Context: an optimization exercise on an open-source flow, tuned for small area. The choices shown serve that exercise and are no tape-out recipe. Where RTL was checked, it was by simulation tests only, not by an equivalence proof against the original. No functional check of the RTL was part of runs 5 and 6. Power is estimated from default activity; no workload was simulated.

==> config.mk <==
export PLATFORM = sky130hd
export DESIGN_NAME = gpu_core
export DESIGN_NICKNAME = gpu_core
export VERILOG_FILES = /design/flow/design.v
export SDC_FILE = /design/flow/constraint.sdc
export NUM_CORES = 4
export LEC_CHECK = 0
export ABC_AREA = 1
export CAP_MARGIN = 20
export CORE_MARGIN = 2
export CORE_UTILIZATION = 70
export CTS_CLUSTER_DIAMETER = 100
export CTS_CLUSTER_SIZE = 25
export PLACE_DENSITY = 0.85
export SLEW_MARGIN = 20
==> constraint.sdc <==
create_clock -name core_clock -period 10.0 [get_ports {clk}]
set_input_delay 2.0000 -clock core_clock [delete_from_list [all_inputs] [get_ports {clk}]]
set_output_delay 2.0000 -clock core_clock [all_outputs]
set_load 0.01 [all_outputs]
==> design.v <==
module gpu_htiming (
    input  wire       clk,
    input  wire       rst,
    output wire       sync_n,
    output wire       drawing,
    output wire       overflow,
    output reg        act,           
    output reg  [9:0] coord
);
    reg [7:0] hb;
    wire bp    = ~hb[7] & ~(hb[6] & (hb[5] | (hb[4] & hb[3])));    
    wire c_end = (coord == 10'd800);
    assign overflow = (hb == 8'd255);
    assign drawing  = (hb == 8'd87) | (act & ~c_end);
    assign sync_n   = ~hb[7];
    always @(posedge clk) begin
        if (rst) begin
            hb    <= 8'd128;
            act   <= 1'b0;
            coord <= 10'd0;
        end else begin
            if (!act) begin
                hb <= hb + 8'd1;
                if (hb == 8'd87) act <= 1'b1;
            end else if (c_end) begin
                act <= 1'b0;
            end
            if (hb == 8'd86)
                coord <= 10'd0;
            else if (act | bp)
                coord <= coord + 10'd1;
        end
    end
endmodule
module gpu_vtiming (
    input  wire       clk,
    input  wire       rst,
    input  wire       en,
    output wire       sync_n,
    output reg        drawing,
    output wire       overflow,
    output reg  [9:0] coord
);
    reg [4:0] vb;
    wire sync  = vb[4] & vb[3] & vb[2];
    wire c_end = (coord == 10'd599);
    assign sync_n   = ~sync;
    assign overflow = en & (vb == 5'd31);
    always @(posedge clk) begin
        if (rst) begin
            vb      <= 5'd28;
            drawing <= 1'b0;
            coord   <= 10'd0;
        end else if (en) begin
            if (!drawing) begin
                vb <= (vb == 5'd31) ? 5'd4 : vb + 5'd1;
                if (vb == 5'd26) drawing <= 1'b1;
            end else if (c_end) begin
                drawing <= 1'b0;
            end
            if (vb == 5'd26)
                coord <= 10'd0;
            else if (drawing | (vb < 5'd26))
                coord <= coord + 10'd1;
        end
    end
endmodule
module gpu_rasterizer (
    input  wire        clk,
    input  wire        rst,
    input  wire        start,
    input  wire [31:0] seg,
    output wire        write,
    output reg  [7:0]  x,
    output reg  [7:0]  y,
    output reg         done
);
    localparam [1:0] S_WAIT = 2'd0, S_UPDATE = 2'd1, S_UPDATE_NEXT = 2'd2, S_DRAW = 2'd3;
    reg [1:0] state;
    reg [7:0] ex, ey;
    reg [7:0] mx, my;
    reg       sx, sy;
    reg [9:0] err;
    wire draw = (state == S_DRAW);
    assign write = draw;
    wire [8:0] tx = {1'b0, ex} + {1'b0, ~x};      
    wire [8:0] ty = {1'b0, ey} + {1'b0, ~y};
    wire [10:0] e2  = {err, 1'b0};
    wire [10:0] c1s = e2 + {3'b000, my} + {10'd0, ~sy};
    wire [10:0] c2s = {3'b000, mx} + ~e2 + {9'd0, ~sx, sx};
    wire c1 = ~c1s[10];             
    wire c2 = ~c2s[10];             
    wire xe = (x == ex);
    wire ye = (y == ey);
    wire finish = xe & ye;      
    wire t1 = ~draw | c1;
    wire t2 = ~draw | c2;
    wire [9:0] opa = draw ? err : 10'd0;
    wire [9:0] opb = t1 ? {2'b11, ~my} : 10'd0;
    wire [9:0] opc = t2 ? {2'b00, mx} : 10'd0;
    wire [9:0] err_n = opa + opb + opc + {9'd0, t1 & sy} + {9'd0, t2 & ~sx};
    always @(posedge clk) begin
        if (rst) begin
            state <= S_WAIT;
            done  <= 1'b0;
        end else begin
            done <= draw & finish;
            case (state)
                S_WAIT:        if (start) state <= S_UPDATE;
                S_UPDATE:      state <= S_UPDATE_NEXT;
                S_UPDATE_NEXT: state <= S_DRAW;
                default:       if (finish) state <= S_WAIT;
            endcase
        end
    end
    always @(posedge clk) begin
        case (state)
            S_WAIT: begin
                x  <= seg[31:24];
                y  <= seg[23:16];
                ex <= seg[15:8];
                ey <= seg[7:0];
            end
            S_UPDATE: begin
                mx <= tx[8] ? tx[7:0] : ~tx[7:0];
                my <= ty[8] ? ty[7:0] : ~ty[7:0];
                sx <= ~tx[8];
                sy <= ~ty[8];
            end
            default: ;
        endcase
        if (state == S_UPDATE_NEXT || (draw && !finish))
            err <= err_n;
        if (draw && !finish && c1)
            x <= x + {{7{sx}}, 1'b1};
        if (draw && !finish && c2)
            y <= y + {{7{sy}}, 1'b1};
    end
endmodule
module gpu_lineset (
    input  wire        clk,
    input  wire        rst,
    input  wire        frame,
    input  wire        gate,
    input  wire        done,
    input  wire        bounds_we,
    input  wire [13:0] bounds_start,
    input  wire [13:0] bounds_end,
    output wire        rd_req,
    output reg  [13:0] rd_index,
    output wire        ras_start
);
    localparam [2:0] LS_IDLE = 3'd0, LS_ARM = 3'd1, LS_READ = 3'd2,
                     LS_LATCH = 3'd3, LS_RUN = 3'd4;
    reg [2:0]  state;
    reg [13:0] start_index, end_index;
    wire        arm = (state == LS_ARM);
    wire [14:0] nxt = arm ? {1'b0, start_index} : {1'b0, rd_index} + 15'd1;
    wire        le  = (nxt <= {1'b0, end_index});
    assign rd_req    = (state == LS_READ) & gate;
    assign ras_start = (state == LS_LATCH);
    always @(posedge clk) begin
        if (rst) begin
            state       <= LS_IDLE;
            start_index <= 14'd0;      
            end_index   <= 14'd0;      
        end else begin
            if (bounds_we) begin
                start_index <= bounds_start;
                end_index   <= bounds_end;
            end
            if (frame) begin
                state <= LS_ARM;
            end else begin
                case (state)
                    LS_ARM:   state <= le ? LS_READ : LS_IDLE;
                    LS_READ:  if (gate) state <= LS_LATCH;
                    LS_LATCH: state <= LS_RUN;
                    LS_RUN:   if (done) state <= le ? LS_READ : LS_IDLE;
                    default: ;
                endcase
            end
        end
    end
    always @(posedge clk) begin
        if (arm || (state == LS_RUN && done))
            rd_index <= nxt[13:0];
    end
endmodule
module gpu_decoder (
    input  wire        clk,
    input  wire        rst,
    input  wire        rx_valid,
    input  wire [7:0]  rx_data,
    input  wire        frame,
    output reg         wr_req,
    output reg  [13:0] idx,
    output reg  [31:0] seg,
    output wire        bounds_we,
    output wire [13:0] bs,
    output wire [13:0] be,
    output reg         tx_valid,
    output wire [7:0]  tx_data
);
    localparam [3:0] CMD = 4'd0, WR_IDX0 = 4'd1, WR_Y1 = 4'd6, VSYNC = 4'd8,
                     BOUNDS_S0 = 4'd9, BOUNDS_COMMIT = 4'd13;
    reg [3:0] state;
    reg       ack;
    assign bounds_we = (state == BOUNDS_COMMIT) & frame;
    assign tx_data   = {ack, ~ack, ack, ack, ack, ack, ~ack, ack};    
    assign bs        = idx;
    assign be        = {seg[21:16], seg[31:24]};
    always @(posedge clk) begin
        if (rst) begin
            state    <= CMD;
            wr_req   <= 1'b0;
            tx_valid <= 1'b0;
        end else begin
            wr_req   <= 1'b0;
            tx_valid <= 1'b0;
            case (state)
                BOUNDS_COMMIT, VSYNC: begin
                    if (frame) begin
                        tx_valid <= 1'b1;
                        ack      <= 1'b1;
                        state    <= CMD;
                    end
                end
                default: begin
                    if (rx_valid) begin
                        case (state)
                            CMD: begin
                                case (rx_data)
                                    8'h00: begin tx_valid <= 1'b1; ack <= 1'b0; end
                                    8'h01:   state <= WR_IDX0;
                                    8'h02:   state <= BOUNDS_S0;
                                    8'h03:   state <= VSYNC;
                                    default: ;
                                endcase
                            end
                            WR_Y1: begin
                                wr_req   <= 1'b1;
                                tx_valid <= 1'b1;
                                ack      <= 1'b1;
                                state    <= CMD;
                            end
                            default: state <= state + 4'd1;
                        endcase
                    end
                end
            endcase
        end
    end
    always @(posedge clk) begin
        if (rx_valid) begin
            case (state)
                4'd1, 4'd9:  idx[7:0]   <= rx_data;
                4'd2, 4'd10: idx[13:8]  <= rx_data[5:0];
                4'd3, 4'd11: seg[31:24] <= rx_data;
                4'd4, 4'd12: seg[23:16] <= rx_data;
                4'd5:        seg[15:8]  <= rx_data;
                4'd6:        seg[7:0]   <= rx_data;
                default: ;
            endcase
        end
    end
endmodule
module gpu_arbiter (
    input  wire        clk,
    input  wire        rst,
    input  wire        wr_req,
    input  wire [13:0] wr_index,
    input  wire [31:0] wr_seg,
    input  wire        rd_req,
    input  wire [13:0] rd_index,
    output wire        seg_re,
    output wire        seg_we,
    output wire [13:0] seg_addr,
    output reg  [31:0] seg_wdata
);
    reg        pend_valid;
    reg [13:0] pend_index;
    always @(posedge clk) begin
        if (rst)
            pend_valid <= 1'b0;
        else if (wr_req)
            pend_valid <= 1'b1;
        else if (!rd_req)
            pend_valid <= 1'b0;
    end
    always @(posedge clk) begin
        if (wr_req) begin
            pend_index <= wr_index;
            seg_wdata  <= wr_seg;
        end
    end
    assign seg_re   = rd_req & ~rst;
    assign seg_we   = ~rd_req & pend_valid & ~rst;
    assign seg_addr = rd_req ? rd_index : pend_index;
endmodule
module gpu_fbread (
    input  wire [9:0]  x,
    input  wire [9:0]  y,
    input  wire        de,
    input  wire [2:0]  rdata,
    output wire [7:0]  cx,
    output wire [7:0]  cy,
    output reg  [11:0] rgb
);
    wire [9:0] cx_full = x / 10'd5;
    wire [9:0] cy_full = y / 10'd5;
    assign cx = cx_full[7:0];
    assign cy = cy_full[7:0];
    wire r_a = de & rdata[2];                                 
    wire g_a = de & rdata[1] & (rdata[0] | ~rdata[2]);        
    wire g_5 = de & rdata[2] & rdata[1];                      
    wire b_a = de & rdata[0];                                 
    wire all = de & rdata[2] & rdata[1] & rdata[0];           
    always @(*) rgb = {r_a, all, r_a, all, g_a, g_5, g_a, g_5, b_a, all, b_a, all};
endmodule
module gpu_core (
    input  wire        clk,
    input  wire        rst,           
    input  wire        rx_valid,
    input  wire [7:0]  rx_data,
    output wire        tx_valid,
    output wire [7:0]  tx_data,
    input  wire        fill_req,
    output wire [11:0] rgb,
    output wire        hsync,
    output wire        vsync,
    output wire        de,
    output wire [9:0]  x,
    output wire [9:0]  y,
    output wire        frame,
    output wire        line,
    output wire        valid_data,
    output wire        in_bounds,
    output wire        seg_re,
    output wire        seg_we,
    output wire [13:0] seg_addr,
    output wire [31:0] seg_wdata,
    input  wire [31:0] seg_rdata,
    output wire        fb_rd_bank,
    output wire [7:0]  fb_rd_cx,
    output wire [7:0]  fb_rd_cy,
    input  wire [2:0]  fb_rdata,
    output wire        fb_we,
    output wire        fb_wr_bank,
    output wire [7:0]  fb_wr_cx,
    output wire [7:0]  fb_wr_cy,
    output wire [2:0]  fb_wdata
);
    wire h_sync_n, h_drawing, h_overflow, h_act;
    wire v_sync_n, v_drawing, v_overflow;
    gpu_htiming u_h (
        .clk(clk), .rst(rst),
        .sync_n(h_sync_n), .drawing(h_drawing), .overflow(h_overflow), .act(h_act), .coord(x)
    );
    gpu_vtiming u_v (
        .clk(clk), .rst(rst), .en(h_overflow),
        .sync_n(v_sync_n), .drawing(v_drawing), .overflow(v_overflow), .coord(y)
    );
    assign line       = h_overflow;
    assign frame      = v_overflow;
    assign valid_data = h_drawing & v_drawing;
    assign in_bounds  = h_drawing;
    assign hsync      = h_sync_n;
    assign vsync      = v_sync_n;
    reg selected;
    wire de_q = h_act & v_drawing;
    always @(posedge clk) begin
        if (rst) begin
            selected <= 1'b0;
        end else begin
            if (v_overflow)
                selected <= ~selected;
        end
    end
    wire [7:0] rd_cx, rd_cy;
    gpu_fbread u_fb (
        .x(x), .y(y), .de(de_q), .rdata(fb_rdata),
        .cx(rd_cx), .cy(rd_cy), .rgb(rgb)
    );
    assign fb_rd_bank = ~selected;
    assign fb_rd_cx   = rd_cx;
    assign fb_rd_cy   = rd_cy;
    assign de         = de_q;
    wire        ras_write, ras_done;
    wire [7:0]  ras_x, ras_y;
    wire        ls_rd_req, ls_ras_start;
    wire [13:0] ls_rd_index;
    wire        dec_wr_req, dec_bounds_we;
    wire [13:0] dec_idx, dec_bs, dec_be;
    wire [31:0] dec_seg;
    gpu_rasterizer u_ras (
        .clk(clk), .rst(rst), .start(ls_ras_start), .seg(seg_rdata),
        .write(ras_write), .x(ras_x), .y(ras_y), .done(ras_done)
    );
    gpu_lineset u_ls (
        .clk(clk), .rst(rst), .frame(v_overflow), .gate(v_sync_n), .done(ras_done),
        .bounds_we(dec_bounds_we), .bounds_start(dec_bs), .bounds_end(dec_be),
        .rd_req(ls_rd_req), .rd_index(ls_rd_index), .ras_start(ls_ras_start)
    );
    gpu_decoder u_dec (
        .clk(clk), .rst(rst), .rx_valid(rx_valid), .rx_data(rx_data), .frame(v_overflow),
        .wr_req(dec_wr_req), .idx(dec_idx), .seg(dec_seg),
        .bounds_we(dec_bounds_we), .bs(dec_bs), .be(dec_be),
        .tx_valid(tx_valid), .tx_data(tx_data)
    );
    gpu_arbiter u_arb (
        .clk(clk), .rst(rst), .wr_req(dec_wr_req), .wr_index(dec_idx), .wr_seg(dec_seg),
        .rd_req(ls_rd_req), .rd_index(ls_rd_index),
        .seg_re(seg_re), .seg_we(seg_we), .seg_addr(seg_addr), .seg_wdata(seg_wdata)
    );
    assign fb_we      = (ras_write | fill_req) & ~rst;
    assign fb_wr_bank = selected;
    assign fb_wr_cx   = ras_write ? ras_x : rd_cx;
    assign fb_wr_cy   = ras_write ? ras_y : rd_cy;
    assign fb_wdata   = {3{ras_write}};
endmodule
==> flow/run.sh <==
#!/bin/bash
# The standard layout (standard.sh) with three changes, each tool's output in its own log:
#  - synthesis maps the logic with the area-oriented ABC script in flow/abc_area.script,
#  - without ORFS's hard adder cells (ADDER_MAP_FILE empty), so ABC optimises adders too;
#    registers are mapped exactly as in the standard synthesis,
#  - the port buffers are the smallest buffer, sky130_fd_sc_hd__buf_1.
set -u
rm -rf myscripts
cp -r "$FLOW_HOME/scripts" myscripts
cp flow/abc_area.script myscripts/abc_area.script
export BUFFER_PORTS_ARGS="-buffer_cell sky130_fd_sc_hd__buf_1"
bash standard.sh SCRIPTS_DIR="$PWD/myscripts" ADDER_MAP_FILE= finish > standard.log 2>&1
==> flow/abc_area.script <==
strash
&get -n
&deepsyn -T 60
&put
dch -f
amap
topo
==> standard.sh <==
#!/bin/bash
# synth_recipe.tcl (not shown) runs the flow's synth.tcl, then flattens the netlist and writes it again
# the make line also repeats each setting of config.mk as NAME=value (left out here)
make -C /OpenROAD-flow-scripts/flow DESIGN_CONFIG=/design/flow/config.mk WORK_HOME=/design/flow/orfs CLKGATE_MAP_FILE= SYNTH_SCRIPT=/design/flow/synth_recipe.tcl "${@:-finish}"
==> flow_summary.toml, run 1 <==
[cts]
cts_root_buf = "clkbuf_16"
clock_path_buffers = 3
clk_latency_ns = 0.48
holdBufCountCts = 0
cts_tree = "yes"
cts_setup_buffers = 0
htree_num_levels = 1
clk_pin_slew_ns = 0.09
cts.sinks = 244
cts_buffers = 13
cts_resized = 0

[synth]
synth_nets = 1278
async_reset_ff_frac = 0
ys_warn_count = 8
synth-main-ff-cell = "edfxtp_1"
synth.cell_area_um2 = 11400
ys_seq_area_frac = 0.574
synth_edf_count = 167
syn_inst = 1231
avgSynthCellArea_um2 = 9.28
synth.distinct_cells = 49
ys_ff_latch = 244

[cells_and_area]
area_growth_pct = 11.0
multiInputGateArea_um2 = 4000
final_area_um2 = 12700
nets = 1462
final_common_cell = "nor2_1"
layout.area.seq_um2 = 6560
fill_cells = 1081
final_cells = 1641
drive_gt1_frac = 0.0218
layout_common_cells = "209 x nor2_1, 190 x clkinv_1, 180 x buf_1"

[floorplanning]
io_pins = 181
die_area_um2 = 17400
coreArea_um2 = 15900
die_width_um = 132
die_y_um = 132
start_util = 0.717
num_rows = 46

[grt]
gr-total-overflow = 0
first_global_vias = 9041
antenna_found_initial = 1
grt_first_pass_wirelength_um = 45000
grt_usage = 0.321
grt_max_degree = 48

[power]
peakVddDrop_v = 0.000143
p_total_mw = 1.72
power_density_nw_per_um2 = 136
p_leak_nw = 4.29

[routing]
finalWirelength_um = 28200
ant_nets = 0
num_vias = 9800
wl_per_cell_um = 17.2
first_iter_violations = 1031
avgViaCountPerCell = 5.97
first_pass_iters = 7
drc = 0

[worst_setup_path]
cp-start-kind = "flop"
crit_fanout = 7
cp_data_required_time_ns = 8.00
timing.rr.start = "u_ras.sy$_DFFE_PP_"
cp-end-kind = "output pin"
crit_start = "u_v.coord[9]$_SDFFE_PP0P_"
worst_ep_arrival_time_ns = 5.14
crit_type = "reg -> out"

[timing]
slew_viol_final = 0
finalClockSkew_ns = 0.0132
period_minus_slack_ns = 7.14
tns_ns = 0
tightest_slew_ns = 1.11
hold_viol_final = 0
setup_violations = 0
slew_headroom = 0.258
timing.final.crit_share = 0.714
rsz0062_at_grt = "no"
fmax_mhz = 140

[place]
gp_congestion = 0.950
hpwl_um = 20400
io_buffers = 180
dp_cells = 1616
placed_cell_area_um2 = 12300

[hold_path]
hp-start = "u_dec.seg[8]$_DFFE_PP_"
hp-class = "reg -> reg"

[outcome]
status = "complete, no violations"

[flow_run]
cap_viol_max_count = 0
## per-layer routing
metal  GRT usage  part of all wire  vias to the layer above
met4      0.0972             0.023                        0
li1            -                 -                     4774
met1       0.439              0.42                     4545
met2       0.533              0.48                      430
met5           0                 0                        -
met3      0.0573             0.084                       51
## flip-flops by register name, indices dropped and copies added (netlist names), 10 cells and up
name	flops
u_ls.rd_index	14
u_dec.seg	32
u_arb.pend_index	14
u_ls.start_index	14
u_h.coord	10
u_ls.end_index	14
u_ras.err	10
u_arb.seg_wdata	32
u_v.coord	10
u_dec.idx	14
## worst paths after layout
kind                                        to  slack [ns]  cells past startpoint
hold / removal    u_arb.seg_wdata[8]$_DFFE_PP_        0.43                      0
setup reg to reg        u_ras.err[8]$_DFFE_PP_        4.31                     30
hold reg to reg   u_arb.seg_wdata[8]$_DFFE_PP_        0.43                      0
setup / recovery                   fb_wr_cy[0]        2.86                     20
## kinds of logic after synthesis
logic type      Yosys count  share of synthesized area
compound gates          361                      0.199
simple gates            413                      0.151
flops                   244                      0.574
buf+inv                 213                     0.0772
## power breakdown
part | internal, mW | total [mW] | switching (mW)
sequential | 1.08 | 1.09 | 0.00718
combinational | 0.0239 | 0.0776 | 0.0537
clock | 0.249 | 0.558 | 0.309
## synth_stat cells, types with 4 or more instances
master,instances,area share
a211oi_1,19,0.012
a21o_1,7,0.0046
a21oi_1,66,0.029
a221oi_1,6,0.0046
a22oi_1,10,0.0066
a31oi_1,8,0.0044
and2_0,4,0.0022
and3_1,19,0.010
buf_4,22,0.014
clkinv_1,190,0.062
dfxtp_1,77,0.13
edfxtp_1,167,0.44
nand2_1,118,0.039
nand3_1,10,0.0044
nand4_1,4,0.0022
nor2_1,210,0.069
nor2b_1,6,0.0033
nor3_1,30,0.013
o211a_1,4,0.0035
o21a_1,5,0.0033
o21ai_0,110,0.048
o221ai_1,6,0.0046
o22a_1,19,0.015
o22ai_1,64,0.035
o32ai_1,10,0.0077
## stage by stage
step	hold slack, ns	util	worst slack, ns
floorplan	0.400	-	3.86
global placement	0.402	0.772	3.65
detailed placement	0.405	0.772	3.50
CTS	0.426	0.795	2.96
global route	0.432	0.795	2.33
finish	0.426	0.796	2.86
## worst max-delay path, stage by stage, from the launching register on
cell      delay (ns)
dfxtp_1         0.43
clkinv_1        0.12
nor2_1          0.31
clkinv_1        0.19
o21ai_0         0.13
a31oi_1         0.19
a311oi_1        0.60
a21oi_1         0.15
a311oi_1        0.38
clkinv_1        0.18
o22ai_1         0.19
clkinv_1        0.18
nor2_1          0.19
nor2_1          0.09
o21ai_0         0.30
o21ai_0         0.12
a2111o_1        0.44
o21ai_0         0.12
nor2_1          0.08
a21oi_1         0.12
buf_1           0.16
## area by class of cell
class | instances | share of cell area
antenna | 3 | 0.000592
clock buffer | 20 | 0.0277
clock inverter | 2 | 0.00138
inverter | 190 | 0.0562
multi-input combinational | 774 | 0.316
sequential | 244 | 0.517
tap | 216 | 0.0213
timing repair buffer | 192 | 0.0603
==> run 2, diff against run 1 <==
--- a/design.v
+++ b/design.v
@@ -78,5 +78,6 @@
     localparam [1:0] S_WAIT = 2'd0, S_UPDATE = 2'd1, S_UPDATE_NEXT = 2'd2, S_DRAW = 2'd3;
     reg [1:0] state;
-    reg [7:0] ex, ey;
+    reg [7:0] emaj;                 
+    reg       xmaj;                 
     reg [7:0] mx, my;
     reg       sx, sy;
@@ -84,6 +85,6 @@
     wire draw = (state == S_DRAW);
     assign write = draw;
-    wire [8:0] tx = {1'b0, ex} + {1'b0, ~x};      
-    wire [8:0] ty = {1'b0, ey} + {1'b0, ~y};
+    wire [8:0] tx = {1'b0, seg[15:8]} + {1'b0, ~x};      
+    wire [8:0] ty = {1'b0, seg[7:0]}  + {1'b0, ~y};
     wire [10:0] e2  = {err, 1'b0};
     wire [10:0] c1s = e2 + {3'b000, my} + {10'd0, ~sy};
@@ -91,7 +92,5 @@
     wire c1 = ~c1s[10];             
     wire c2 = ~c2s[10];             
-    wire xe = (x == ex);
-    wire ye = (y == ey);
-    wire finish = xe & ye;      
+    wire finish = ((xmaj ? x : y) == emaj);
     wire t1 = ~draw | c1;
     wire t2 = ~draw | c2;
@@ -117,8 +116,6 @@
         case (state)
             S_WAIT: begin
-                x  <= seg[31:24];
-                y  <= seg[23:16];
-                ex <= seg[15:8];
-                ey <= seg[7:0];
+                x <= seg[31:24];
+                y <= seg[23:16];
             end
             S_UPDATE: begin
@@ -128,4 +125,8 @@
                 sy <= ~ty[8];
             end
+            S_UPDATE_NEXT: begin
+                xmaj <= ~err_n[9];
+                emaj <= err_n[9] ? seg[7:0] : seg[15:8];
+            end
             default: ;
         endcase
--- a/config.mk
+++ b/config.mk
@@ -7,5 +7,5 @@
 export LEC_CHECK = 0
 export ABC_AREA = 1
-export CAP_MARGIN = 20
+export CAP_MARGIN = 0
 export CORE_MARGIN = 2
 export CORE_UTILIZATION = 70
@@ -13,3 +13,3 @@
 export CTS_CLUSTER_SIZE = 25
 export PLACE_DENSITY = 0.85
-export SLEW_MARGIN = 20
+export SLEW_MARGIN = 0
==> run 2 against run 1 <==
Compared with the run above:
- flip-flop and latch count is 7 lower
- global-route usage grew 1.6 points
- synthesized cell count shrank 0.49%
- maximum frequency is 5.3% higher
- utilization fell by 0.16 points
- hold slack barely moved
- combinational power grew 12%
- die area shrank 0.84%
- non-clock buffer count is the same
- sequential share of layout area fell by 1.2 points
- sequential power down 4%
==> flow_summary.toml, run 2 <==
[outcome]
status = "complete, no violations"

[cts]
cts_root_buf = "clkbuf_16"
cts_resized = 0
cts.sinks = 237
cts_setup_buffers = 0
htree_num_levels = 1
holdBufCountCts = 0
cts_buffers = 13
clk_pin_slew_ns = 0.09
cts_tree = "yes"
clk_latency_ns = 0.49
clock_path_buffers = 3

[synth]
async_reset_ff_frac = 0
ys_ff_latch = 237
ys_seq_area_frac = 0.560
syn_inst = 1225
avgSynthCellArea_um2 = 9.25
yosys-top-cells-count = "233 x nor2_1, 160 x edfxtp_1, 140 x clkinv_1"
synthTopCellsByArea = "edfxtp_1 42%, dfxtp_1 14%, nor2_1 7.7%, o21ai_0 4.9%, clkinv_1 4.6%"
ys_warn_count = 8
synth_top_area_share = 0.424
synth.distinct_cells = 46
synth-main-ff-cell = "edfxtp_1"
yosysMostFrequentCell = "nor2_1"
synth_edf_count = 160
synth_top_cell_by_area = "edfxtp_1"
synth.cell_area_um2 = 11300
synth_nets = 1272

[worst_setup_path]
crit_fanout = 5
cp_common_cell = "nor2_1"
cp-end-kind = "output pin"
crit_type = "reg -> out"
cp-start-kind = "flop"
crit_chain = "clkinv_1 -> nor2_1 -> clkinv_1 -> nor2_1 -> nor2_1 -> nor2_1 -> a2111oi_0 -> a211oi_1 -> nand2_1 -> clkinv_1 -> nor3_1 -> nor3_1 -> clkinv_1 -> or2_0 -> nand3_1 -> nand3_1 -> o21ai_0 -> nor2_1 -> a211oi_1 -> nor2_1 -> o21ai_0 -> nor2_1 -> a21oi_1 -> buf_1"
worst_ep_arrival_time_ns = 4.78
cpPeakStageDelay_ns = 0.55
crit_slowest_cell = "a211oi_1"
cp_data_required_time_ns = 8.00

[grt]
grt_usage = 0.337
grt_max_degree = 48
gr-total-overflow = 0
grt_first_pass_wirelength_um = 47100
antenna_found_initial = 1
first_global_vias = 9288

[floorplanning]
num_rows = 46
die_y_um = 131
coreArea_um2 = 15800
io_pins = 181
die_area_um2 = 17200
start_util = 0.716
die_width_um = 131

[power]
power_density_nw_per_um2 = 134
p_total_mw = 1.69
peakVddDrop_v = 0.000168
p_leak_nw = 4.15

[cells_and_area]
drive_gt1_frac = 0.0219
top_regs = "u_arb.seg_wdata (32), u_dec.seg (32)"
final_area_um2 = 12600
area_growth_pct = 11.0
fill_cells = 1101
final_util = 0.794
layout_common_cells = "232 x nor2_1, 180 x buf_1, 160 x edfxtp_1"
final_cells = 1631
final_common_cell = "nor2_1"
nets = 1456

[timing]
timing.final.crit_share = 0.678
fmax_mhz = 148
hold_viol_final = 0
fin_ws_ns = 3.22
slew_headroom = 0.194
finalClockSkew_ns = 0.0276
setup_violations = 0
hold_slack_ns = 0.426
rsz0062_at_grt = "no"
slew_viol_final = 0
tightest_slew_ns = 1.21
period_minus_slack_ns = 6.78
tns_ns = 0

[place]
dp_cells = 1610
placed_cell_area_um2 = 12200
io_buffers = 180
hpwl_um = 21700
gp_congestion = 0.935
dp_slack_ns = 3.72

[hold_path]
hp-class = "reg -> reg"

[routing]
finalWirelength_um = 29800
num_vias = 10100
drc = 0
first_iter_violations = 1175
ant_nets = 0
avgViaCountPerCell = 6.22
first_pass_iters = 6
wl_per_cell_um = 18.3

[flow_run]
cap_viol_max_count = 0
[run 2: cell types whose count changed in the layout (fill, tap and decap cells not counted), sizes merged, moves of 10 or more]
cell / change
a21oi: +16
a32o: +19
clkinv: -51
nor2: +23
o22ai: -28
or2: +10
[run 2: cells by family (layout without fill, tap and decap cells)]
group,after synthesis,count (layout),synth area share
xor gates and xnor gates,2,2,0.00155
and+or+nand+nor,447,447,0.164
buffers and inverters,163,352,0.0613
other,0,1,0
AOI/OAI and AO/OA,376,376,0.214
DFF,237,237,0.560
[run 2: layout make-up]
class	count	area, µm²	share of cell area
antenna	1	2.50	0.000199
clock inverter	2	15.0	0.00119
clock buffer	18	344	0.0274
multi-input combinational	825	4300	0.342
tap	216	270	0.0215
inverter	140	526	0.0418
timing repair buffer	192	766	0.0609
sequential	237	6350	0.505
[run 2: critical path, delay by kind of cell (launching register included)]
family	cells	cell delay (ns)
simple gates	13	1.92
compound gates	6	1.25
buf+inv	5	0.76
flops	1	0.40
[run 2: power breakdown]
part           internal [mW]  total (mW)  switching (mW)  leakage, nW
combinational         0.0268      0.0871          0.0603         1.89
clock                  0.246       0.552           0.306        0.175
sequential              1.05        1.05         0.00480         2.08
total                   1.32        1.69           0.371         4.15
[run 2: path summary, 6_finish.rpt]
path | startpoint | endpoint | slack [ns] | depth (start not counted)
max | u_v.coord[9]$_SDFFE_PP0P_ | fb_wr_cy[0] | 3.22 | 24
min | u_dec.seg[7]$_DFFE_PP_ | u_arb.seg_wdata[7]$_DFFE_PP_ | 0.43 | 0
max reg2reg | u_ras.sx$_DFFE_PP_ | u_ras.emaj[1]$_DFFE_PP_ | 3.43 | 32
min reg2reg | u_dec.seg[7]$_DFFE_PP_ | u_arb.seg_wdata[7]$_DFFE_PP_ | 0.43 | 0
[run 2: per-layer routing]
metal  global-route usage  vias to the layer above  wire length (µm)
met2                0.565                      602             14100
met3               0.0602                       92              3280
met1                0.458                     4647             11500
li1                     -                     4799                 -
met4               0.0930                        0               848
met5                    0                        -                 0
==> run 3, diff against run 2 <==
--- a/config.mk
+++ b/config.mk
@@ -7,9 +7,9 @@
 export LEC_CHECK = 0
 export ABC_AREA = 1
-export CAP_MARGIN = 0
+export CAP_MARGIN = 20
 export CORE_MARGIN = 2
 export CORE_UTILIZATION = 70
 export CTS_CLUSTER_DIAMETER = 100
-export CTS_CLUSTER_SIZE = 25
+export CTS_CLUSTER_SIZE = 30
 export PLACE_DENSITY = 0.85
-export SLEW_MARGIN = 0
+export SLEW_MARGIN = 20
==> run 3 against run 2 <==
Compared with the run above:
- still clean on timing, DRC and antenna
- global-route usage fell by 0.48 points
- clock-buffer cell count decreased by 1
- maximum frequency barely moved
- utilization up 0.13 points
- flip-flop and latch count is the same
- clock power increased by 1%
- via count is 1.3% lower
- first-iteration DRC count decreased by 6.9%
- sequential share of layout area is 0.066 points lower
- highest routed layer unchanged
==> flow_summary.toml, run 3 <==
[outcome]
status = "complete, no violations"

[flow_run]
cap_viol_max_count = 0

[cells_and_area]
final_area_um2 = 12600
final_common_cell = "nor2_1"
final_cells = 1629
top_regs = "u_arb.seg_wdata (32), u_dec.seg (32)"
nets = 1455
layout_common_cells = "232 x nor2_1, 180 x buf_1, 160 x edfxtp_1"
area_growth_pct = 11.2
drive_gt1_frac = 0.0226
num_antenna_cells = 0
fill_cells = 1097

[synth]
synth_edf_count = 160
syn_inst = 1225
synth_adder_area_share = 0
synth-simple-area-share = 0.164
synthTopCellsByArea = "edfxtp_1 42%, dfxtp_1 14%, nor2_1 7.7%, o21ai_0 4.9%, clkinv_1 4.6%"
synth_top_cell_by_area = "edfxtp_1"
avgSynthCellArea_um2 = 9.25
synth.distinct_cells = 46
ys_warn_count = 8
yosysMostFrequentCell = "nor2_1"
synth_xor_area_frac = 0.00155
synth_compound_area_frac = 0.214
ys_ff_latch = 237
synth.cell_area_um2 = 11300
synth_nets = 1272
ys_seq_area_frac = 0.560
synth-main-ff-cell = "edfxtp_1"
async_reset_ff_frac = 0
yosys-top-cells-count = "233 x nor2_1, 160 x edfxtp_1, 140 x clkinv_1"
synth_mux_area_frac = 0
synth_top_area_share = 0.424
synth_top_family_by_area = "compound AO/OA/AOI/OAI gates"

[routing]
wl_per_cell_um = 18.0
ant_nets = 0
drc = 0
avgViaCountPerCell = 6.14
finalWirelength_um = 29300
first_iter_violations = 1094
first_pass_iters = 5
num_vias = 10000

[power]
p_total_mw = 1.70
power_density_nw_per_um2 = 135
p_comb_frac = 0.051
switching_power_mw = 0.372
cell_internal_pwr_mw = 1.33
p_clk_frac = 0.330
peakVddDrop_v = 0.000155
p_seq_frac = 0.619
p_sw_frac = 0.219
p_leak_nw = 4.16

[cts]
cts_root_buf = "clkbuf_16"
cts.sinks = 237
cts_tree = "yes"
htree_num_levels = 1
cts_resized = 0
cts_setup_buffers = 0
holdBufCountCts = 0
clk_latency_ns = 0.49
cts_buffers = 12
clk_pin_slew_ns = 0.10
clock_path_buffers = 3

[worst_setup_path]
cp-start-kind = "flop"
cpPeakStageDelay_ns = 0.53
cp-end-kind = "output pin"
crit_fanout = 5
crit_type = "reg -> out"
timing.rr.start = "u_ras.sx$_DFFE_PP_"
cp_data_required_time_ns = 8.00
worst_ep_arrival_time_ns = 4.78
crit_chain = "clkinv_1 -> nor2_1 -> clkinv_1 -> nor2_1 -> nor2_1 -> nor2_1 -> a2111oi_0 -> a211oi_1 -> nor2_1 -> nor2_1 -> nor3_1 -> nor3_1 -> clkinv_1 -> or2_0 -> nand3_1 -> nand3_1 -> o21ai_0 -> nor2_1 -> a211oi_1 -> nor2_1 -> o21ai_0 -> nor2_1 -> a21oi_1 -> buf_1"
r2r_slack_ns = 3.41
cp_common_cell = "nor2_1"
r2r-end = "u_ras.emaj[1]$_DFFE_PP_"
rr_worst_depth = 32
crit_slowest_cell = "a211oi_1"

[grt]
grt_use_met3 = 0.0571
gr-total-overflow = 0
grt_usage = 0.333
antenna_found_initial = 0
grt_max_degree = 48
first_global_vias = 9261
gr-usage-met2 = 0.561
grt_first_pass_wirelength_um = 46300
grt.busiest_layer = "met2"
gr-usage-met1 = 0.450

[timing]
setup_violations = 0
tightest_slew_ns = 0.932
fmax_mhz = 148
period_minus_slack_ns = 6.78
timing.final.crit_share = 0.678
slew_viol_final = 0
tns_ns = 0
fin_ws_ns = 3.22
slew_headroom = 0.376
hold_viol_final = 0
finalClockSkew_ns = 0.0274
rsz0062_at_grt = "no"

[place]
hpwl_um = 21700
placed_cell_area_um2 = 12200
dp_slack_ns = 3.72
io_buffers = 180
gp_congestion = 0.935
dp_cells = 1610

[floorplanning]
start_util = 0.716
coreArea_um2 = 15800
die_width_um = 131
die_y_um = 131
num_rows = 46
die_area_um2 = 17200
io_pins = 181

[hold_path]
hp-start = "u_dec.seg[15]$_DFFE_PP_"
holdPathEnd = "u_arb.seg_wdata[15]$_DFFE_PP_"
hp-class = "reg -> reg"
min_path_cells = 0
[run 3: cell counts after synthesis]
No cell type changed its count.
[run 3: final cells by class]
class | count | area, µm² | area share
Clock buffer | 17 | 344 | 0.0273
Clock inverter | 2 | 36.3 | 0.00288
Tap cell | 216 | 270 | 0.0215
Inverter | 140 | 526 | 0.0417
Timing Repair Buffer | 192 | 766 | 0.0608
Sequential cell | 237 | 6350 | 0.504
Multi-Input combinational cell | 825 | 4300 | 0.342
[run 3: worst max path at each step]
| stage | cells past startpoint | endpoint | startpoint |
|---|---|---|---|
| final | 24 | fb_wr_cy[0] | u_v.coord[9]$_SDFFE_PP0P_ |
| after detailed placement | 32 | u_ras.emaj[1]$_DFFE_PP_ | u_ras.sx$_DFFE_PP_ |
| after CTS | 24 | fb_wr_cy[0] | u_v.coord[9]$_SDFFE_PP0P_ |
| after global routing | 32 | u_ras.emaj[1]$_DFFE_PP_ | u_ras.sx$_DFFE_PP_ |
| after global placement | 24 | fb_wr_cy[0] | u_v.coord[9]$_SDFFE_PP0P_ |
| after floorplan | 21 | fb_wr_cy[0] | u_v.coord[9]$_SDFFE_PP0P_ |
[run 3: worst max-delay path, delay by kind of cell, from the launching register on]
| family | cells | cell delay (ns) |
|---|---|---|
| compound gates | 6 | 1.23 |
| simple gates | 14 | 2.03 |
| buf+inv | 4 | 0.66 |
| flops | 1 | 0.40 |
[run 3: through the flow]
| step | utilization | hold slack, ns |
|---|---|---|
| finish | 0.796 | 0.430 |
| global route | 0.796 | 0.434 |
| CTS | 0.796 | 0.430 |
| detailed placement | 0.772 | 0.405 |
| global placement | 0.772 | 0.400 |
| floorplan | - | 0.400 |
[run 3: cells by family (layout without fill, tap and decap cells)]
| family | after synthesis | in the layout |
|---|---|---|
| AO/OA/AOI/OAI | 376 | 376 |
| XOR/XNOR | 2 | 2 |
| buffers and inverters | 163 | 351 |
| flip-flops | 237 | 237 |
| AND/OR/NAND/NOR | 447 | 447 |
[run 3: per-layer routing]
layer	vias to the layer above	wire, µm
met5	-	0
met4	0	746
met3	66	2970
met2	551	14000
met1	4603	11600
li1	4787	-
[run 3: power by group through the flow]
stage / registers, mW / logic (mW) / clock network, mW
final: 1.05 / 0.0871 / 0.560
after global routing: 1.05 / 0.0966 / 0.593
after CTS: 1.05 / 0.0845 / 0.564
after detailed placement: 1.07 / 0.0840 / 0
after global placement: 1.07 / 0.0811 / 0
after floorplan: 1.07 / 0.0512 / 0
==> run 4, diff against run 3 <==
--- a/config.mk
+++ b/config.mk
@@ -11,5 +11,5 @@
 export CORE_UTILIZATION = 70
 export CTS_CLUSTER_DIAMETER = 100
-export CTS_CLUSTER_SIZE = 30
+export CTS_CLUSTER_SIZE = 25
 export PLACE_DENSITY = 0.85
 export SLEW_MARGIN = 20
==> run 4 against run 3 <==
Compared with the run above:
- still clean
- utilization shrank 0.12 points
- cell area shrank 0.15%
- flip-flop and latch count is the same
- synthesized cell count is the same
- first-iteration DRC count grew 8.6%
- via count grew 0.88%
- maximum frequency shrank 0.30%
- highest routed layer unchanged
==> flow_summary.toml, run 4 <==
[timing]
tightest_slew_ns = 0.980
slew_viol_final = 0
fmax_mhz = 147
hold_viol_final = 0
tns_ns = 0
period_minus_slack_ns = 6.80
setup_violations = 0
rsz0062_at_grt = "no"
slew_headroom = 0.344
timing.final.crit_share = 0.680
finalClockSkew_ns = 0.0231

[power]
p_sw_frac = 0.218
p_seq_frac = 0.623
p_leak_nw = 4.15
p_comb_frac = 0.052
peakVddDrop_v = 0.000168
power_density_nw_per_um2 = 134
cell_internal_pwr_mw = 1.32
p_clk_frac = 0.325
switching_power_mw = 0.367

[grt]
gr-usage-met2 = 0.565
grt.busiest_layer = "met2"
gr-total-overflow = 0
first_global_vias = 9288
grt_first_pass_wirelength_um = 47100
grt_usage = 0.337
antenna_found_initial = 1
grt_use_met3 = 0.0602
grt_max_degree = 48
gr-usage-met1 = 0.458

[cts]
cts_tree = "yes"
cts_root_buf = "clkbuf_16"
cts_buffers = 13
cts.sinks = 237
clk_latency_ns = 0.48
holdBufCountCts = 0
clock_path_buffers = 3
clk_pin_slew_ns = 0.09
cts_setup_buffers = 0
htree_num_levels = 1
cts_resized = 0

[synth]
synthTopCellsByArea = "edfxtp_1 42%, dfxtp_1 14%, nor2_1 7.7%, o21ai_0 4.9%, clkinv_1 4.6%"
synth_top_cell_by_area = "edfxtp_1"
avgSynthCellArea_um2 = 9.25
yosys-top-cells-count = "233 x nor2_1, 160 x edfxtp_1, 140 x clkinv_1"
yosysMostFrequentCell = "nor2_1"
synth_edf_count = 160
async_reset_ff_frac = 0
synth.distinct_cells = 46
synth-main-ff-cell = "edfxtp_1"
synth_top_area_share = 0.424
ys_ff_latch = 237
ys_warn_count = 8
synth.cell_area_um2 = 11300
synth_nets = 1272
syn_inst = 1225
ys_seq_area_frac = 0.560

[hold_path]
min_path_cells = 0
hp-class = "reg -> reg"

[routing]
first_pass_iters = 6
wl_per_cell_um = 18.3
drc = 0
ant_nets = 0
finalWirelength_um = 29800
first_iter_violations = 1188
num_vias = 10100
avgViaCountPerCell = 6.19

[worst_setup_path]
crit_fanout = 5
cp-end-kind = "output pin"
r2r_slack_ns = 3.39
crit_type = "reg -> out"
rr_worst_depth = 32
worst_ep_arrival_time_ns = 4.80
crit_chain = "clkinv_1 -> nor2_1 -> clkinv_1 -> nor2_1 -> clkinv_1 -> a2111oi_0 -> a211oi_1 -> nand2_1 -> nor2_1 -> nor3_1 -> clkinv_1 -> or2_0 -> nand3_1 -> nand3_1 -> o21ai_0 -> nor2_1 -> a211oi_1 -> nor2_1 -> o21ai_0 -> nor2_1 -> a21oi_1 -> buf_1"
cp_data_required_time_ns = 8.00
cpPeakStageDelay_ns = 0.59
cp_common_cell = "nor2_1"
crit_slowest_cell = "a2111oi_0"
cp-start-kind = "flop"

[floorplanning]
coreArea_um2 = 15800
start_util = 0.716
die_area_um2 = 17200
io_pins = 181
num_rows = 46
die_width_um = 131
die_y_um = 131

[cells_and_area]
final_common_cell = "nor2_1"
nets = 1456
top_regs = "u_arb.seg_wdata (32), u_dec.seg (32)"
layout_common_cells = "232 x nor2_1, 180 x buf_1, 160 x edfxtp_1"
fill_cells = 1100
drive_gt1_frac = 0.0219
final_util = 0.795
area_growth_pct = 11.0

[flow_run]
cap_viol_max_count = 0

[place]
gp_congestion = 0.935
hpwl_um = 21700
io_buffers = 180

[outcome]
status = "complete, no violations"
[run 4: cell counts after synthesis]
Identical to the previous run, type by type.
[run 4: cells by family (layout without fill, tap and decap cells)]
group	Yosys count	after routing	share of synthesized area
AO/OA/AOI/OAI	376	376	0.214
XOR/XNOR	2	2	0.00155
buffers and inverters	163	352	0.0613
flip-flops	237	237	0.560
other	0	1	0
AND/OR/NAND/NOR	447	447	0.164
[run 4: layout make-up]
type / count / area (µm²) / share of cell area
flip-flops and latches: 237 / 6350 / 0.505
clock buffers: 18 / 344 / 0.0274
inverters: 140 / 526 / 0.0418
repair buffers: 192 / 766 / 0.0609
diodes: 1 / 2.50 / 0.000199
multi-input cells: 825 / 4300 / 0.342
well taps: 216 / 270 / 0.0215
clock inverters: 2 / 15.0 / 0.00119
[run 4: path summary, 6_finish.rpt]
check | startpoint | endpoint
worst max-delay path | u_v.coord[9]$_SDFFE_PP0P_ | fb_wr_cy[0]
worst min-delay path | u_dec.seg[7]$_DFFE_PP_ | u_arb.seg_wdata[7]$_DFFE_PP_
worst max register to register | u_ras.sx$_DFFE_PP_ | u_ras.emaj[1]$_DFFE_PP_
worst min register to register | u_dec.seg[7]$_DFFE_PP_ | u_arb.seg_wdata[7]$_DFFE_PP_
[run 4: power by group through the flow]
stage                     clock (mW)  sequential [mW]  combinational, mW
final                          0.548             1.05             0.0871
after global routing           0.584             1.05             0.0966
after CTS                      0.549             1.05             0.0846
after detailed placement           0             1.07             0.0840
after global placement             0             1.07             0.0811
after floorplan                    0             1.07             0.0512
[run 4: routing by layer]
| layer | up-vias | wire length, µm |
|---|---|---|
| met5 | - | 0 |
| met4 | 0 | 803 |
| met3 | 75 | 3290 |
| met2 | 572 | 14300 |
| met1 | 4641 | 11500 |
| li1 | 4807 | - |
[run 4: metrics by stage]
stage	worst slack, ns	cells	area (µm²)	power (mW)	hold slack (ns)
5_1_grt	2.61	1630	12600	1.73	0.431
4_1_cts	3.31	1630	12600	1.68	0.427
3_3_place_gp	3.94	1610	12200	1.15	0.400
2_1_floorplan	4.34	1225	11300	1.12	0.400
6_report	3.20	1631	12600	1.69	0.426
3_5_place_dp	3.72	1610	12200	1.16	0.405
[run 4: worst max-delay path, delay by kind of cell (launching register included)]
family / cells / cell delay, ns
simple gates: 11 / 1.68
compound gates: 6 / 1.42
buf+inv: 5 / 0.84
flops: 1 / 0.40
==> run 5, diff against run 4 <==
--- a/design.v
+++ b/design.v
@@ -80,5 +80,6 @@
     reg [7:0] emaj;                 
     reg       xmaj;                 
-    reg [7:0] mx, my;
+    reg [7:0] mxn, my;              
+    wire [7:0] mx = ~mxn;
     reg       sx, sy;
     reg [9:0] err;
@@ -120,5 +121,5 @@
             end
             S_UPDATE: begin
-                mx <= tx[8] ? tx[7:0] : ~tx[7:0];
+                mxn <= tx[8] ? ~tx[7:0] : tx[7:0];
                 my <= ty[8] ? ty[7:0] : ~ty[7:0];
                 sx <= ~tx[8];
@@ -155,5 +156,7 @@
                      LS_LATCH = 3'd3, LS_RUN = 3'd4;
     reg [2:0]  state;
-    reg [13:0] start_index, end_index;
+    reg [13:0] start_n, end_n;        
+    wire [13:0] start_index = ~start_n;
+    wire [13:0] end_index   = ~end_n;
     wire        arm = (state == LS_ARM);
     wire [14:0] nxt = arm ? {1'b0, start_index} : {1'b0, rd_index} + 15'd1;
@@ -164,10 +167,10 @@
         if (rst) begin
             state       <= LS_IDLE;
-            start_index <= 14'd0;      
-            end_index   <= 14'd0;      
+            start_n     <= 14'h3fff;   
+            end_n       <= 14'h3fff;   
         end else begin
             if (bounds_we) begin
-                start_index <= bounds_start;
-                end_index   <= bounds_end;
+                start_n     <= ~bounds_start;
+                end_n       <= ~bounds_end;
             end
             if (frame) begin
==> flow/run.sh (replaced) <==
#!/bin/bash
# The standard layout (standard.sh) with these changes, each tool's output in its own log:
#  - synthesis maps the logic with the area-oriented ABC script in flow/abc_area.script,
#  - without ORFS's hard adder cells (ADDER_MAP_FILE empty), so ABC optimises adders too;
#    registers are mapped exactly as in the standard synthesis,
#  - the port buffers are the smallest buffer, sky130_fd_sc_hd__buf_1,
#  - clock tree synthesis clusters up to 25 sinks within 100 um and adds no dummy loads.
set -u
rm -rf myscripts
cp -r "$FLOW_HOME/scripts" myscripts
cp flow/abc_area.script myscripts/abc_area.script
export BUFFER_PORTS_ARGS="-buffer_cell sky130_fd_sc_hd__buf_1"
export CTS_ARGS="-sink_clustering_enable -repair_clock_nets -sink_clustering_size 25 -sink_clustering_max_diameter 100 -dont_use_dummy_load"
bash standard.sh SCRIPTS_DIR="$PWD/myscripts" ADDER_MAP_FILE= finish > standard.log 2>&1
--- a/config.mk
+++ b/config.mk
@@ -10,6 +10,4 @@
 export CORE_MARGIN = 2
 export CORE_UTILIZATION = 70
-export CTS_CLUSTER_DIAMETER = 100
-export CTS_CLUSTER_SIZE = 25
 export PLACE_DENSITY = 0.85
 export SLEW_MARGIN = 20
==> run 5 against run 4 <==
Compared with the run above:
- final cell count is 1.8% lower
- critical endpoint unchanged
- synthesized cell count is 1.8% lower
- clock power is 5.7% lower
==> flow_summary.toml, run 5 <==
[hold_path]
min_path_cells = 0
hp-class = "reg -> reg"
hp-start = "u_dec.seg[2]$_DFFE_PP_"
holdPathEnd = "u_arb.seg_wdata[2]$_DFFE_PP_"

[power]
power_density_nw_per_um2 = 133
p_leak_nw = 4.16
p_total_mw = 1.65
peakVddDrop_v = 0.000134

[cells_and_area]
nets = 1435
layout_common_cells = "206 x nor2_1, 180 x buf_1, 160 x edfxtp_1"
final_common_cell = "nor2_1"
drive_gt1_frac = 0.0224
top_regs = "u_arb.seg_wdata (32), u_dec.seg (32)"
fill_cells = 1098
area_growth_pct = 10.8
num_antenna_cells = 0

[routing]
first_iter_violations = 874
finalWirelength_um = 28400
ant_nets = 0
avgViaCountPerCell = 6.18
wl_per_cell_um = 17.7
first_pass_iters = 5
num_vias = 9902
drc = 0

[worst_setup_path]
crit_type = "reg -> out"
cpPeakStageDelay_ns = 0.41
rr_worst_depth = 34
cp_data_required_time_ns = 8.00
r2r_slack_ns = 3.40
r2r-end = "u_ras.emaj[3]$_DFFE_PP_"
crit_slowest_cell = "dfxtp_1"
cp_common_cell = "nor2_1"
cp-start-kind = "flop"
cp-end-kind = "output pin"
timing.rr.start = "u_ras.sx$_DFFE_PP_"
crit_fanout = 6
worst_ep_arrival_time_ns = 5.56

[synth]
ys_ff_latch = 237
async_reset_ff_frac = 0
yosysMostFrequentCell = "nor2_1"
synth_edf_count = 160
ys_warn_count = 8
synth.distinct_cells = 42
avgSynthCellArea_um2 = 9.35
synth-main-ff-cell = "edfxtp_1"
synth_nets = 1250
yosys-top-cells-count = "207 x nor2_1, 160 x edfxtp_1, 137 x clkinv_1"
syn_inst = 1203
synthTopCellsByArea = "edfxtp_1 43%, dfxtp_1 14%, nor2_1 6.9%, a21oi_1 5.0%, o21ai_0 4.8%"
ys_seq_area_frac = 0.564
synth_top_area_share = 0.427
synth.cell_area_um2 = 11300
synth_top_cell_by_area = "edfxtp_1"

[cts]
holdBufCountCts = 0
cts_resized = 0
htree_num_levels = 1
cts.sinks = 237
clock_path_buffers = 3
cts_root_buf = "clkbuf_16"
cts_tree = "yes"
clk_pin_slew_ns = 0.09
clk_latency_ns = 0.48
cts_setup_buffers = 0
cts_buffers = 13

[timing]
slew_viol_final = 0
finalClockSkew_ns = 0.0293
period_minus_slack_ns = 7.56
tns_ns = 0
rsz0062_at_grt = "no"
fin_ws_ns = 2.44
hold_viol_final = 0
tightest_slew_ns = 1.06
timing.final.crit_share = 0.756
slew_headroom = 0.290
setup_violations = 0
fmax_mhz = 132

[outcome]
status = "complete, no violations"

[floorplanning]
io_pins = 181
coreArea_um2 = 15800
start_util = 0.713
num_rows = 46
die_y_um = 131
die_width_um = 131
die_area_um2 = 17100

[grt]
grt_first_pass_wirelength_um = 43500
antenna_found_initial = 0
gr-total-overflow = 0
first_global_vias = 8684
grt_max_degree = 48
grt_usage = 0.326

[place]
hpwl_um = 20400
gp_congestion = 0.940
dp_slack_ns = 3.15
io_buffers = 180

[flow_run]
cap_viol_max_count = 0
## run 5: cell types whose count changed after synthesis, moves of 4 or more
cell / change
a21oi_1: +30
nor2_1: -26
a32o_1: -21
o221ai_1: +21
nand2_1: -17
nand3_1: -10
o32ai_1: +10
nor3_1: +6
and3_1: +4
o21ai_0: -4
o22a_1: +4
## run 5: how the worst max path moves through the flow
stage,from,cells after the start,to
2_1_floorplan,u_v.coord[9]$_SDFFE_PP0P_,32,fb_wr_cy[0]
3_3_place_gp,u_v.coord[9]$_SDFFE_PP0P_,33,fb_wr_cy[0]
6_report,u_v.coord[9]$_SDFFE_PP0P_,32,fb_wr_cy[0]
5_1_grt,u_v.coord[9]$_SDFFE_PP0P_,32,fb_wr_cy[0]
3_5_place_dp,u_v.coord[9]$_SDFFE_PP0P_,32,fb_wr_cy[0]
4_1_cts,u_v.coord[9]$_SDFFE_PP0P_,32,fb_wr_cy[0]
## run 5: per-layer routing
layer	track usage	vias up	share of wire
met3	0.0521	63	0.095
met2	0.540	554	0.48
met5	0	-	0
met1	0.458	4545	0.40
li1	-	4740	-
met4	0.0807	0	0.024
## run 5: cell families after synthesis
logic type                count (synthesis)  share of synthesized area
AOI/OAI and AO/OA                       399                      0.223
and+or+nand+nor                         406                      0.152
buffers and inverters                   160                     0.0607
DFF                                     237                      0.564
xor gates and xnor gates                  1                   0.000779
## run 5: worst max-delay path: cells and delay by family, from the launching register on
kind            cells  cell delay (ns)
simple gates       18             2.37
buf+inv             3             0.35
compound gates     11             1.94
flops               1             0.41
## run 5: layout make-up
| cell class | instances | area [µm²] | share of cell area |
|---|---|---|---|
| clock buffers | 13 | 325 | 0.0261 |
| inverters | 137 | 514 | 0.0412 |
| multi-input cells | 806 | 4240 | 0.340 |
| flip-flops and latches | 237 | 6350 | 0.509 |
| well taps | 216 | 270 | 0.0217 |
| repair buffers | 193 | 771 | 0.0618 |
## run 5: metrics by stage
step,hold slack (ns),std cells,cell area (µm²),utilization
3_5_place_dp,0.405,1589,12100,0.769
5_1_grt,0.437,1602,12500,0.791
4_1_cts,0.427,1602,12500,0.790
2_1_floorplan,0.400,1203,11300,-
3_3_place_gp,0.401,1588,12100,0.769
6_report,0.426,1602,12500,0.791
## run 5: power breakdown
part	leakage (nW)	switching, mW	internal [mW]
registers	2.09	0.00384	1.05
clock network	0.160	0.283	0.234
logic	1.92	0.0596	0.0274
total	4.16	0.347	1.31
==> run 6, diff against run 5 <==
--- a/config.mk
+++ b/config.mk
@@ -9,5 +9,5 @@
 export CAP_MARGIN = 20
 export CORE_MARGIN = 2
-export CORE_UTILIZATION = 70
-export PLACE_DENSITY = 0.85
+export CORE_UTILIZATION = 80
+export PLACE_DENSITY = 0.92
 export SLEW_MARGIN = 20
==> run 6 against run 5 <==
Compared with the run above:
- die area down 12%
- routed wire length rose by 20%
- via count up 10%
- clock power rose by 4%
- clock skew increased by 0.025 ns
- register-to-register slack lost 0.04 ns
- flip-flop and latch count did not move
- synthesized area unchanged
- sequential power barely moved
- non-clock buffer count decreased by 1
- synthesized cell count unchanged
- critical path depth up 1
- critical endpoint unchanged
- largest cell class unchanged
- largest power group unchanged
==> flow_summary.toml, run 6 <==
[cells_and_area]
fill_cells = 616
top_regs = "u_arb.seg_wdata (32), u_dec.seg (32)"
layout.area.seq_um2 = 6350
layout_common_cells = "206 x nor2_1, 180 x buf_1, 160 x edfxtp_1"
drive_gt1_frac = 0.0224
area_growth_pct = 10.4
final_area_um2 = 12400
multiInputGateArea_um2 = 4240
final_cells = 1566
nets = 1434
final_common_cell = "nor2_1"

[synth]
synth.distinct_cells = 42
synth_top_cell_by_area = "edfxtp_1"
synth_nets = 1250
synthTopCellsByArea = "edfxtp_1 43%, dfxtp_1 14%, nor2_1 6.9%, a21oi_1 5.0%, o21ai_0 4.8%"
synth_top_area_share = 0.427
synth.cell_area_um2 = 11300
yosys-top-cells-count = "207 x nor2_1, 160 x edfxtp_1, 137 x clkinv_1"
synth-main-ff-cell = "edfxtp_1"
ys_warn_count = 8
synth_edf_count = 160
yosysMostFrequentCell = "nor2_1"
avgSynthCellArea_um2 = 9.35
async_reset_ff_frac = 0
syn_inst = 1203
ys_seq_area_frac = 0.564
ys_ff_latch = 237

[place]
gp_congestion = 0.939
placed_cell_area_um2 = 12100
dp_cells = 1552
dp_slack_ns = 3.05
hpwl_um = 23400
io_buffers = 180

[routing]
first_iter_violations = 1941
finalWirelength_um = 34100
wl_per_cell_um = 21.8
first_pass_iters = 6
avgViaCountPerCell = 6.97
drc = 0
num_vias = 10900
ant_nets = 0

[grt]
first_global_vias = 10200
antenna_found_initial = 1
grt_first_pass_wirelength_um = 51700
gr-total-overflow = 0
grt_max_degree = 48
grt_usage = 0.451

[timing]
period_minus_slack_ns = 7.67
tightest_slew_ns = 0.929
setup_violations = 0
slew_headroom = 0.374
hold_viol_final = 0
finalClockSkew_ns = 0.0546
tns_ns = 0
slew_viol_final = 0
rsz0062_at_grt = "no"
fin_ws_ns = 2.33
fmax_mhz = 130
timing.final.crit_share = 0.767

[hold_path]
min_path_cells = 0
hp-class = "reg -> reg"

[worst_setup_path]
crit_fanout = 6
crit_slowest_cell = "dfxtp_1"
cp-end-kind = "output pin"
cp_data_required_time_ns = 8.00
cp-start-kind = "flop"
cp_common_cell = "nor2_1"
rr_worst_depth = 34
worst_ep_arrival_time_ns = 5.67
cpPeakStageDelay_ns = 0.42
crit_type = "reg -> out"

[cts]
cts_tree = "yes"
clk_pin_slew_ns = 0.10
cts_setup_buffers = 0
holdBufCountCts = 0
clk_latency_ns = 0.48
cts_buffers = 13
htree_num_levels = 1
cts.sinks = 237
cts_root_buf = "clkbuf_16"
cts_resized = 0
clock_path_buffers = 3

[flow_run]
cap_viol_max_count = 0

[floorplanning]
io_pins = 181
num_rows = 43
die_width_um = 123
die_area_um2 = 15000
start_util = 0.814
die_y_um = 123
coreArea_um2 = 13800

[power]
power_density_nw_per_um2 = 135
p_leak_nw = 4.16
p_total_mw = 1.68
peakVddDrop_v = 0.000113

[outcome]
status = "complete, no violations"
## run 6: critical path: cells and delay by family, from the launching register on
| family | cells | cell delay [ns] |
|---|---|---|
| simple gates | 18 | 2.34 |
| flops | 1 | 0.42 |
| buf+inv | 4 | 0.49 |
| compound gates | 11 | 1.94 |
## run 6: final cells by class
class,count,share of cell area
inverter,137,0.0414
clock buffer,13,0.0262
antenna,1,0.000201
multi-input combinational,806,0.342
tap,180,0.0181
sequential,237,0.511
timing repair buffer,192,0.0616
## run 6: worst paths after layout
kind                                        to                 startpoint  slack (ns)
setup / recovery                   fb_wr_cy[0]  u_v.coord[9]$_SDFFE_PP0P_        2.33
setup reg to reg       u_ras.emaj[4]$_DFFE_PP_         u_ras.sx$_DFFE_PP_        3.36
hold reg to reg   u_arb.seg_wdata[0]$_DFFE_PP_     u_dec.seg[0]$_DFFE_PP_        0.43
hold / removal    u_arb.seg_wdata[0]$_DFFE_PP_     u_dec.seg[0]$_DFFE_PP_        0.43
## run 6: cell families (layout without fill, tap and decap cells)
| group | count (synthesis) | count (layout) | synth area share |
|---|---|---|---|
| AO/OA/AOI/OAI | 399 | 399 | 0.223 |
| XOR/XNOR | 1 | 1 | 0.000779 |
| buffers and inverters | 160 | 342 | 0.0607 |
| flip-flops | 237 | 237 | 0.564 |
| other | 0 | 1 | 0 |
| AND/OR/NAND/NOR | 406 | 406 | 0.152 |
## run 6: per-layer routing
| metal | GRT usage | wire, µm | up-vias | part of all wire |
|---|---|---|---|---|
| li1 | - | - | 4728 | - |
| met1 | 0.556 | 11100 | 4896 | 0.32 |
| met2 | 0.743 | 16200 | 1034 | 0.47 |
| met4 | 0.233 | 2180 | 0 | 0.064 |
| met5 | 0 | 0 | - | 0 |
| met3 | 0.107 | 4720 | 264 | 0.14 |
## run 6: stage by stage
step / hold WS (ns) / util
3_3_place_gp: 0.401 / 0.874
5_1_grt: 0.440 / 0.899
4_1_cts: 0.426 / 0.897
2_1_floorplan: 0.400 / -
3_5_place_dp: 0.405 / 0.874
6_report: 0.425 / 0.899
## run 6: power by group
group / switching [mW] / internal (mW)
Sequential: 0.00465 / 1.05
Combinational: 0.0676 / 0.0271
Clock: 0.301 / 0.235

-- re-timing with driven ports --
The flow's constraints put no driver on any port. The routed layouts listed below were extracted and timed again, unchanged, in two steps.
Step 1: set_driving_cell puts a clkbuf_16 on clk and a buf_2 on each other input, an assumption about the parent block.
Step 2 also shifts input and output timing later by t, the mid clock arrival at the registers, as if the neighbouring blocks saw the same clock.
a / b / c = no drivers / after step 1 / after step 2; a / b = the first two.
run | t, ns | slack for setup (ns) | worst setup path at the end | clock arrival spread, ns | worst register clock-pin slew, ns
run 1 | 0.522 | 2.864 / 2.818 / 3.340 | register to output | 0.014 / 0.014 | 0.10 / 0.10
run 2 | 0.516 | 3.224 / 3.184 / 3.433 | register to register | 0.028 / 0.027 | 0.11 / 0.11
run 3 | 0.524 | 3.224 / 3.176 / 3.410 | register to register | 0.027 / 0.027 | 0.11 / 0.11
run 4 | 0.514 | 3.204 / 3.163 / 3.388 | register to register | 0.023 / 0.023 | 0.11 / 0.11
run 5 | 0.506 | 2.438 / 2.395 / 2.901 | register to output | 0.031 / 0.031 | 0.10 / 0.10
run 6 | 0.502 | 2.328 / 2.282 / 2.784 | register to output | 0.057 / 0.057 | 0.11 / 0.11
After both steps every run listed still meets setup and hold.
